Background: an optimization exercise with open tools, aiming at small area, a short achievable clock period and few clock cycles per item. Do not read the settings as production practice. In this exercise RTL edits were held to simulation tests only and were not proved equivalent to the original. No activity file was given, so power comes from the tool's default toggle rates.

==> flow/design.v <==
module bit_encoder (
    input  wire        clk,
    input  wire        rst,         
    input  wire        cmd_valid,
    output wire        cmd_ready,
    input  wire [31:0] cmd_data,
    output wire        out_valid,
    input  wire        out_ready,
    output wire [7:0]  out_data,
    output wire [15:0] status,
    output wire        err
);
    localparam [1:0] CAUSE_BAD_OP    = 2'd1;
    localparam [1:0] CAUSE_RSVD_NZ   = 2'd2;
    localparam [1:0] CAUSE_BAD_WIDTH = 2'd3;
    reg [7:1]  pb;
    reg [2:0]  pn;
    reg        err_q;
    reg [1:0]  ecause;
    reg        trunc;
    reg [7:0]  ob0;
    reg [7:0]  ob1;
    reg        ov;
    reg        ov2;
    wire [7:0] pb8 = {pb, 1'b0};
    wire [1:0]  op    = cmd_data[31:30];
    wire [4:0]  width = cmd_data[20:16];
    wire [15:0] value = cmd_data[15:0];
    wire rsvd_nz   = |cmd_data[29:21];
    wire low_nz    = |cmd_data[20:0];
    wire width_bad = (width == 5'd0) || (width > 5'd16);
    wire is_flush  = (op == 2'b01) && !rsvd_nz && !low_nz;
    wire is_encode = (op == 2'b00) && !rsvd_nz && !width_bad;
    wire [1:0] cause = op[1]                 ? CAUSE_BAD_OP :
                       (op[0] || rsvd_nz)    ? CAUSE_RSVD_NZ :
                                               CAUSE_BAD_WIDTH;
    wire       g0     = pn[0] & width[0];
    wire       p1     = pn[1] ^ width[1];
    wire       c1     = (pn[1] & width[1]) | (p1 & g0);
    wire       p2     = pn[2] ^ width[2];
    wire       c2     = (pn[2] & width[2]) | (p2 & c1);
    wire [2:0] pn_new = {p2 ^ c1, p1 ^ g0, pn[0] ^ width[0]};
    wire       nb0    = width[4] | width[3] | c2;      
    wire       nb2    = width[4] | (width[3] & c2);
    wire       nb_lane1 = !width[4] && (width[3] ^ c2);
    wire [23:0] ys0 = pn_new[0] ? {1'b0, value, 7'd0} : {value, 8'd0};
    wire [23:0] ys1 = pn_new[1] ? {2'b0, ys0[23:2]}  : ys0;
    wire [23:0] y   = pn_new[2] ? {4'b0, ys1[23:4]}  : ys1;
    wire [7:0]  lane  = nb2 ? y[23:16] : nb_lane1 ? y[15:8] : y[7:0];
    wire [7:0]  pmask = 8'hFF >> pn;
    wire [7:0]  top   = pb8 | (lane & pmask);
    wire [7:0]  byte1 = y[15:8];
    wire [7:0]  pb_lo = y[7:0];
    wire [7:0]  pb_nx = nb0 ? pb_lo : top;
    wire value_trunc = (|(lane & ~pmask))
                     | (!nb0 && (|y[15:8]))
                     | (!nb2 && (|y[23:16]));
    assign cmd_ready = !ov2 && (!ov || out_ready);
    wire   accept    = cmd_valid && cmd_ready;
    assign out_valid = ov;
    assign out_data  = ob0;
    always @(posedge clk) begin
        if (rst) begin
            ob0 <= 8'd0;
            ob1 <= 8'd0;
        end else begin
            if (!ov || out_ready)
                ob0 <= ov2 ? ob1 : top;
            if (!ov2)
                ob1 <= byte1;
        end
    end
    always @(posedge clk) begin
        if (rst) begin
            pb     <= 7'd0;
            pn     <= 3'd0;
            err_q  <= 1'b0;
            ecause <= 2'd0;
            trunc  <= 1'b0;
            ov     <= 1'b0;
            ov2    <= 1'b0;
        end else if (accept) begin
            ov  <= (is_encode && nb0) || (is_flush && pn != 3'd0);
            ov2 <= is_encode && nb2;
            if (is_encode) begin
                pb  <= pb_nx[7:1];
                pn  <= pn_new;
                if (value_trunc)
                    trunc <= 1'b1;
            end else if (is_flush) begin
                pb  <= 7'd0;
                pn  <= 3'd0;
            end else if (!err_q) begin
                err_q  <= 1'b1;
                ecause <= cause;
            end
        end else if (ov && out_ready) begin
            ov  <= ov2;
            ov2 <= 1'b0;
        end
    end
    assign status = {1'b0, trunc, ecause, err_q, pn, pb8};
    assign err    = err_q;
endmodule
==> flow/flow/run.sh <==
#!/bin/bash
# Standard ORFS layout (the standard.sh) with these changes:
#  - the port buffers are made from the smallest buffer cell
#    (sky130_fd_sc_hd__buf_1) instead of buffer_ports' default choice;
#    timing repair still resizes them where the paths need it;
#  - synthesis leaves adders as plain gates for abc (ADDER_MAP_FILE empty)
#    rather than extracting them into fa/ha cells;
#  - clock tree synthesis adds no dummy load cells;
#  - after global routing, flow/downsize.tcl (ORFS's POST_GLOBAL_ROUTE_TCL
#    hook) downsizes combinational cells that do not need their drive
#    strength, keeping the worst setup slack.
# Registers, their names and the synthesis script are otherwise unchanged.
set -uo pipefail
here=$(pwd)
export BUFFER_PORTS_ARGS="-buffer_cell sky130_fd_sc_hd__buf_1"
export CTS_ARGS="-sink_clustering_enable -repair_clock_nets -dont_use_dummy_load -sink_clustering_size 40 -buf_list {sky130_fd_sc_hd__clkbuf_2 sky130_fd_sc_hd__clkbuf_4}"
export POST_GLOBAL_ROUTE_TCL="$here/flow/downsize.tcl"
bash standard.sh ADDER_MAP_FILE= finish > standard_flow.log 2>&1
status=$?
cp -r orfs/logs/sky130hd/bit_encoder/base orfs_logs 2>/dev/null
exit $status
==> flow/flow/downsize.tcl <==
# POST_GLOBAL_ROUTE hook: greedy area recovery.  Each combinational cell
# well off the critical paths (setup slack at its pins at least ds_gap above
# the worst) is swapped for a smaller drive strength of the same function
# when its pins stay ds_gap/2 above the worst slack, the worst setup slack is
# no worse than before and hold is met; registers and clock buffers are
# left alone.  The modified nets
# are then re-routed incrementally, as ORFS does after its own repairs.
estimate_parasitics -global_routing
set ds_ws0 [worst_slack -max]
set ds_area0 [rsz::design_area]
puts "downsize: before ws $ds_ws0 area $ds_area0"
global_route -start_incremental
set ds_n 0
set ds_gap 0.4
proc ds_inst_slack { inst } {
  set m 1e9
  foreach p [get_pins -of_objects $inst] {
    set s [get_property $p slack_max]
    if {$s ne "" && $s < $m} { set m $s }
  }
  return $m
}
foreach inst [get_cells *] {
  set cell [get_property $inst ref_name]
  if {[string match "*__df*" $cell] || [string match "*__edf*" $cell] || [string match "*clkbuf*" $cell] || [string match "*clkinv*" $cell] || [string match "*tap*" $cell] || [string match "*fill*" $cell] || [string match "*decap*" $cell] || [string match "*conb*" $cell]} { continue }
  if {![regexp {^(sky130_fd_sc_hd__\w+)_(\d+)$} $cell -> base drv]} { continue }
  if {[ds_inst_slack $inst] < $ds_ws0 + $ds_gap} { continue }
  foreach d {0 1 2 4 6 8} {
    if {$d >= $drv} { break }
    set cand "${base}_$d"
    if {[llength [get_lib_cells -quiet */$cand]] == 0} { continue }
    if {[lsearch -exact $::env(DONT_USE_CELLS) $cand] >= 0} { continue }
    replace_cell $inst $cand
    estimate_parasitics -global_routing
    if {[worst_slack -max] >= $ds_ws0 - 0.001 && [worst_slack -min] >= 0
        && [ds_inst_slack $inst] >= $ds_ws0 + $ds_gap / 2} {
      puts "downsize: [get_full_name $inst] $cell -> $cand"
      incr ds_n
      break
    }
    replace_cell $inst $cell
  }
}
detailed_placement
global_route -end_incremental
estimate_parasitics -global_routing
puts "downsize: $ds_n cells, after ws [worst_slack -max] area [rsz::design_area]"
write_guides $::env(RESULTS_DIR)/route.guide
==> flow/standard.sh <==
#!/bin/bash
# synth_recipe.tcl (not shown) runs the flow's synth.tcl, then flattens the netlist and writes it again
# the make line also repeats each setting of config.mk as NAME=value (left out here)
make -C /OpenROAD-flow-scripts/flow DESIGN_CONFIG=/design/flow/config.mk WORK_HOME=/design/flow/orfs CLKGATE_MAP_FILE= SYNTH_SCRIPT=/design/flow/synth_recipe.tcl "${@:-finish}"
==> flow/config.mk <==
export PLATFORM = sky130hd
export DESIGN_NAME = bit_encoder
export DESIGN_NICKNAME = bit_encoder
export VERILOG_FILES = /design/flow/design.v
export SDC_FILE = /design/flow/constraint.sdc
export NUM_CORES = 4
export LEC_CHECK = 0
export ABC_AREA = 1
export CAP_MARGIN = 20
export CORE_MARGIN = 2
export CORE_UTILIZATION = 40
export PLACE_DENSITY = 0.6
export SETUP_SLACK_MARGIN = 3.05
export SLEW_MARGIN = 20
==> flow/constraint.sdc <==
create_clock -name core_clock -period 6.0 [get_ports {clk}]
set_input_delay 1.2000 -clock core_clock [delete_from_list [all_inputs] [get_ports {clk}]]
set_output_delay 1.2000 -clock core_clock [all_outputs]
set_load 0.01 [all_outputs]
==> metrics.yaml <==
grt_max_degree: 33
cts-resized-gates: 2
design_power_total_uw: 471
slew_headroom: 0.602
vdd_drop_max_mv: 0.101
hold_buffers: 0
antenna_cells: 0
placementRows: 29
arrival_ns: 1.69
grt-ovfl-total: 0
grt_pass1_vias: 2841
initial_core_util: 0.418
r2r_slack_ns: 3.73
layout-drive-gt1-share: 0.0697
synth_edf_count: 0
p_switching_uw: 165
tightest_slew_ns: 0.591
antenna_found_initial: 0
hpwlAfterDp_mm: 6.45
cts_sinks: 32
ys_async_sr_fraction: 0
startpoint_type: "primary input"
fill_cells: 727
end_kind: "output pin"
gp_congestion: 0.963
final_cell_mix: "205 x nand2_1, 60 x buf_1, 53 x nand3_1, 42 x inv_1, 32 x dfxtp_1"
portBuffers: 60
die_h_microns: 85.9
insertion_delay_ns: 0.34
seq_area_frac_synth: 0.239
viasPerCell: 5.22
clkTransAtPathRegs_ns: 0.10
cts_setup_buffers: 1
synth_top_cell_by_area: "nand2_1"
vias: 3172
ys_types: 39
synth_cells: 484
cts_htree_levels: 2
cts_buffers: 5
wire_per_inst_microns: 13.3
layout_commonest_cell: "nand2_1"
placed_cells: 600
ys_ff_latch: 32
slew_violations: 0
synth_warnings: 1
ys_top_cells_by_area: "nand2_1 29%, dfxtp_1 24%, nand3_1 9.9%, a21oi_1 5.8%, inv_1 5.7%"
top_level_ports: 63
postRouteAntennaNets: 0
syn_area_sq_um: 2690
period_share: 0.481
p_comb_frac: 0.292
core_area_sq_um: 6420
cts_tree: "built"
synth_top_area_share: 0.289
dp_slack_ns: 2.53
multiInputGateArea_sq_um: 1760
required_ns: 4.80
min_period_ns: 2.89
crit_type: "in2out"
ys.flop_type: "dfxtp_1"
clockPowerShare: 0.228
powerDensity_nw_per_um2: 158
track_usage: 0.224
grt_pass1_wl_mm: 13.5
fin_util: 0.464
dr.pass1.iters: 4
finalHoldViolations: 0
drtIter0Drc: 185
internal_power_uw: 306
fin_ws_ns: 3.11
status: "no timing/DRC/antenna violations"
setup_tns_ns: 0
avgSynthCellArea_sq_um: 5.55
cap_violations: 0
area_growth_pct: 11.0
layout.cells.non_filler: 608
final-setup-viol-count: 0
root_buffer: "clkbuf_4"
fin_skew_ns: 0.0282
die_width_microns: 85.9
switching_share: 0.350
wirelength_mm: 8.07
hold_class: "reg2reg"
fmax_mhz: 346
nets: 569
dieArea_sq_um: 7380
leakage_uw: 0.00147
critPathMaxFanout: 2
drc: 0
layout.area.seq_sq_um: 641
share_seq_of_total_power: 0.480
clockBufferDepth: 2
==> worst paths after layout <==
| kind | endpoint | startpoint | cells after the start |
|---|---|---|---|
| setup / recovery | cmd_ready | out_ready | 4 |
| hold / removal | ecause[0] | ecause[0] | 2 |
| setup reg to reg | trunc | pn[1] | 16 |
| hold reg to reg | ecause[0] | ecause[0] | 2 |
==> layout make-up <==
class / instances / share of cell area
repair buffers: 64 / 0.0856
flip-flops and latches: 32 / 0.215
inverters: 47 / 0.0638
multi-input cells: 383 / 0.591
clock buffers: 5 / 0.0126
well taps: 77 / 0.0323
==> synthesized netlist by cell type, types with 3 or more instances <==
master / count
nand2_1: 207
nand3_1: 53
inv_1: 41
dfxtp_1: 32
nor2_1: 32
a21oi_1: 31
o21ai_0: 16
buf_4: 10
clkbuf_1: 7
a31o_2: 4
a31oi_1: 4
buf_2: 4
inv_2: 4
nand4_1: 4
o21ai_1: 3
==> critical path, stage by stage <==
cell and delay (ns):
buf_1 0.09, nor2_2 0.18, nor2_4 0.07, buf_1 0.15
==> sequential cells by signal (all words and copies together), names as in the netlist <==
register  cells
pb            7
ov2           1
ob1           8
trunc         1
ecause        2
err_q         1
pn            3
ov            1
ob0           8
==> routing by layer <==
layer / vias to the layer above / part of all wire / GRT usage
met5: - / 0 / 0
met4: 0 / 0.013 / 0.0433
met3: 9 / 0.033 / 0.0356
met2: 54 / 0.47 / 0.372
met1: 1464 / 0.49 / 0.307
li1: 1645 / - / -
==> stage by stage <==
step           hold slack [ns]  area, sq um
2_1_floorplan            0.441         2690
3_3_place_gp             0.457         2870
3_5_place_dp             0.458         2870
4_1_cts                  0.477         2930
6_report                 0.478         2980
==> power groups by stage <==
| stage | Sequential, uW | Clock (uW) | Combinational (uW) |
|---|---|---|---|
| floorplan | 233 | 0 | 95.1 |
| detailed placement | 231 | 0 | 133 |
| global placement | 231 | 0 | 133 |
| CTS | 226 | 110 | 133 |
| finish | 226 | 107 | 138 |
==> kinds of logic (layout without fill, tap and decap cells) <==
family	Yosys count	in the layout	share of synthesized area
other cells	1	2	0.00140
simple gates	312	312	0.492
flops	32	32	0.239
buf+inv	70	116	0.121
compound gates	69	69	0.148
Testbench counts, summed over its fixed seeds: cycles 13,921, items 13,063.

## re-timing with driven ports
The results above use ideal ports. As a check the final layout listed here was re-extracted and re-timed, cells and wires unchanged. Step 1: set_driving_cell puts a clkbuf_16 on clk and a buf_2 on each other input, an assumption about the parent block. Step 2 moves the port delays by t, midway between the first and last clock arrival at a register: inputs arrive t later, outputs are due t later. That takes back most of the time a late clock gives input paths. a / b / c = ideal / step 1 / step 2; a / b = the first two.
shift t [ns]: 0.347
setup WS [ns]: 3.114 / 3.088 / 2.815
slew at the worst register clock pin (ns): 0.10 / 0.10
After both steps this run still meets setup and hold. The setup slack of this run moves by -0.026 ns with the drivers and by -0.299 ns with both steps.
